This is an optimization exercise on Yosys and OpenROAD, whose aim is small area, a short achievable clock period and few clock cycles, not a production implementation.
Function was checked by simulation only, so behaviour that the tests miss may differ from the original.
Power is estimated from default activity; no workload was simulated.

wip/pepper:
// saes_core
module saes_core (
    input  wire        clk,
    input  wire        rst,      
    input  wire        req,
    input  wire        we,
    input  wire [3:0]  addr,
    input  wire [15:0] wdata,
    output wire        ack,
    output reg  [15:0] rdata
);
    localparam [3:0] A_DIN    = 4'h0;
    localparam [3:0] A_KEY1   = 4'h1;
    localparam [3:0] A_KEY2   = 4'h2;
    localparam [3:0] A_KEY3   = 4'h3;
    localparam [3:0] A_IV     = 4'h4;
    localparam [3:0] A_CMD    = 4'h5;
    localparam [3:0] A_STATUS = 4'h6;
    localparam [3:0] A_DOUT   = 4'h7;
    localparam [3:0] A_R1I    = 4'h8;
    localparam [3:0] A_CHAIN  = 4'h9;
    localparam [3:0] A_RK0    = 4'hA;
    localparam [3:0] A_RK1    = 4'hB;
    localparam [3:0] A_RK2    = 4'hC;
    localparam [3:0] OP_NOP   = 4'h0;
    localparam [3:0] OP_GMUL  = 4'h1;
    localparam [3:0] OP_SUBN  = 4'h2;
    localparam [3:0] OP_ISUBN = 4'h3;
    localparam [3:0] OP_SHROW = 4'h4;
    localparam [3:0] OP_MIXC  = 4'h5;
    localparam [3:0] OP_IMIXC = 4'h6;
    localparam [3:0] OP_KEXP  = 4'h7;
    localparam [3:0] OP_ENC   = 4'h8;
    localparam [3:0] OP_DEC   = 4'h9;
    localparam [3:0] OP_CBCI  = 4'hA;
    localparam [3:0] OP_CBCE  = 4'hB;
    localparam [3:0] OP_CBCD  = 4'hC;
    reg [15:0] din, key1, key2, key3, iv;
    reg [7:0]  cmd_code;
    reg        cv;
    reg [1:0]  ecode;
    reg        eany;
    reg [15:0] dout, r1i, chain, rk0;
    reg        dv, rv, kv;           
    reg        fin, fin_ce;
    reg        md_dec, md_cbc;       
    reg [1:0]  md_v;
    reg [1:0]  stg;                  
    reg [15:0] s;                    
    reg        pend;                 
    reg [3:0]  pa;                   
    reg        pav;                  
    reg        pm;                   
    wire ld1  = (pa == A_RK0 && pav) || (pa == A_RK1 && !pav);
    wire ld2  = (pa == A_RK1 && pav) || (pa == A_RK2 && !pav);
    wire parr = ld1 || ld2;
    wire hold = (pa == A_RK1 || pa == A_RK2) && pav;    
    wire rd_hit = (addr == pa) && pav;
    wire ldrk   = pav ? (req && !pend && !we && rd_hit) : 1'b1;
    assign ack = req & ~pend & (we | rd_hit);
    wire acc    = req & ~pend;
  ...
For scale: about 2000 cells after synthesis, ~190 flip-flops, ~41 I/O pins, about 0.014 mm² of cells after synthesis.
==> flow/config.mk <==
export PLATFORM = sky130hd
export DESIGN_NAME = saes_core
export DESIGN_NICKNAME = saes_core
export VERILOG_FILES = /design/flow/design.v
export SDC_FILE = /design/flow/constraint.sdc
export NUM_CORES = 4
export LEC_CHECK = 0
export CAP_MARGIN = 20
export CORE_MARGIN = 2
export CORE_UTILIZATION = 25
export SLEW_MARGIN = 20
==> flow/constraint.sdc <==
create_clock -name core_clock -period 20.0 [get_ports {clk}]
set_input_delay 4.0000 -clock core_clock [delete_from_list [all_inputs] [get_ports {clk}]]
set_output_delay 4.0000 -clock core_clock [all_outputs]
set_load 0.01 [all_outputs]
standard.sh (not shown) runs the stock make flow with config.mk's settings and CLKGATE_MAP_FILE= SYNTH_SCRIPT=/design/flow/synth_recipe.tcl, a recipe that flattens the netlist after the stock synthesis.
==> flow/flow/run.sh <==
#!/bin/bash
# Layout flow:
#  1. the standard synthesis, with only the ABC mapping script changed
#     (flow/synth_custom.tcl, flow/abc_custom.script);
set -euo pipefail
W=$PWD
export FLOW_ABC_SCRIPT=$W/flow/abc_custom.script
sed "s#SYNTH_SCRIPT=[^ ]*#SYNTH_SCRIPT=$W/flow/synth_custom.tcl#" standard.sh > custom.sh
grep -q "SYNTH_SCRIPT=$W/flow/synth_custom.tcl" custom.sh
bash custom.sh synth > synth.log 2>&1
bash custom.sh \
  BUFFER_PORTS_ARGS="-buffer_cell sky130_fd_sc_hd__buf_2" \
  SETUP_SLACK_MARGIN=10.8 \
  finish > layout.log 2>&1
==> flow/flow/abc_custom.script <==
strash
dch
amap
topo
stime -c
buffer -c
upsize -c
dnsize -c
==> flow/flow/synth_custom.tcl <==
# The standard synthesis script (synth_recipe.tcl), with one change: the
# ABC technology-mapping script is replaced by flow/abc_custom.script (area
# mapping with amap, which maps XOR logic to XOR cells). Everything else,
# including the flip-flop mapping, is the standard synthesis.
proc synth {args} { yosys synth -nofsm -noshare {*}$args }
proc my_swap_abc_script {name1 name2 op} {
  global abc_args
  set i [lsearch -exact $abc_args -script]
  if {$i >= 0} { lset abc_args [expr {$i + 1}] $::env(FLOW_ABC_SCRIPT) }
}
trace add variable ::abc_args write my_swap_abc_script
source $::env(SCRIPTS_DIR)/synth.tcl
# left out here: clear keep_hierarchy, flatten, clean up, hide names made inside functions, write 1_2_yosys.v
Testbench counts of wip/pepper, summed over its fixed seeds: cycles 59,570.
Input changes introduced in wip/lagoon (baseline for comparison: wip/pepper):
Settings: changing CORE_UTILIZATION from 25 to 50.
### Flow results
wip/lagoon finished every stage and its layout cleared the timing, design-rule and antenna checks.
Diff wip/lagoon and wip/pepper: largest driver fanout on the critical path lower in wip/lagoon
wip/lagoon vs wip/pepper — via count of the routed design dropped slightly
Compared wip/lagoon against wip/pepper; multi-input combinational cell area within noise.
Between wip/pepper and wip/lagoon, number of cell rows decreased.
In terms of hold slack, wip/lagoon and wip/pepper differ only marginally.
Changes observed in wip/lagoon relative to wip/pepper: power -about 2.3%; initial cell density of the core +26 points; sequential share of layout area +0.83 points; final worst-path setup slack ~0 delta.
> inputs changed (wip/lagoon -> wip/juniper)
Settings: swapping 50 for 40 in CORE_UTILIZATION.
--- a/flow/flow/run.sh
+++ b/flow/flow/run.sh
@@ -12,3 +12,3 @@
   BUFFER_PORTS_ARGS="-buffer_cell sky130_fd_sc_hd__buf_2" \
-  SETUP_SLACK_MARGIN=10.8 \
+  SETUP_SLACK_MARGIN=11 \
   finish > layout.log 2>&1
==> summary.txt <==
wip/juniper ended with more wire length of the first global-routing pass than wip/lagoon. wip/juniper: full flow OK, the timing, design-rule and antenna checks passed. In wip/juniper the sequential share of layout area turned out 0.28 points lower than in wip/lagoon. When wip/juniper is measured against wip/lagoon, its aggregate routed wire length turns out 5.1% higher. Taking wip/lagoon as the reference, in wip/juniper final instance area went up by 1.1%, wire length on met3 lost 2400 µm.
Inputs modified between wip/juniper and wip/xenon:
Settings: changing CORE_UTILIZATION from 40 to 20.
--- a/flow/flow/run.sh
+++ b/flow/flow/run.sh
@@ -12,3 +12,3 @@
   BUFFER_PORTS_ARGS="-buffer_cell sky130_fd_sc_hd__buf_2" \
-  SETUP_SLACK_MARGIN=11 \
+  SETUP_SLACK_MARGIN=10.8 \
   finish > layout.log 2>&1
## What came out
- wip/juniper and wip/xenon all finish clean.
- Going from wip/juniper to wip/xenon, largest stage delay on the critical path has increased, fmax has decreased, global-route usage has decreased, power dissipated by switching net loads has increased.
[inputs] wip/tundra vs wip/xenon
Settings: CORE_UTILIZATION now 30, was 20.
==> summary.txt <==
The setup slack of wip/tundra is larger than that of wip/xenon. Going from wip/xenon to wip/tundra, the die area was shrunk. Re number of fillers in the final layout: wip/tundra and wip/xenon aren't equal, and the lower value belongs to wip/tundra. Delta (wip/tundra minus wip/xenon): proportion of total power due to net switching picked up an extra 0.76 points, global-route usage picked up an extra 9.6 points. Per the comparison of wip/tundra with wip/xenon, count of placed standard cells in the final layout, fillers left out down 12%; routability congestion estimate from global placement rose by 0.52%; worst vdd rail ir drop fell about 30%. wip/tundra ran to completion and came out clean on the timing, design-rule and antenna checks.

-- port drivers added, routing unchanged --
In the flow no input, the clock included, has a driving cell. The finished layouts below were timed again as built, in two steps.
Step 1: set_driving_cell puts a clkbuf_16 on clk and a buf_2 on each other input, an assumption about the parent block.
Step 2 also shifts input and output timing later by t, the mid clock arrival at the registers, as if the neighbouring blocks saw the same clock.
Three values: ideal, step 1, step 2; two values: the first two.
run	t (ns)	slack for setup (ns)	cell pins on the clock port's net
wip/pepper	0.512	10.905 / 10.905 / 10.699	1
wip/lagoon	0.504	10.903 / 10.883 / 10.883	1
wip/juniper	0.520	11.048 / 11.009 / 11.009	1
wip/xenon	0.505	10.924 / 10.904 / 10.904	1
wip/tundra	0.498	10.928 / 10.899 / 10.899	1
After both steps setup and hold are still met in every run listed. For wip/pepper, which loses most, drivers alone change the setup slack by 0.000 ns; drivers and shift together by -0.206 ns.
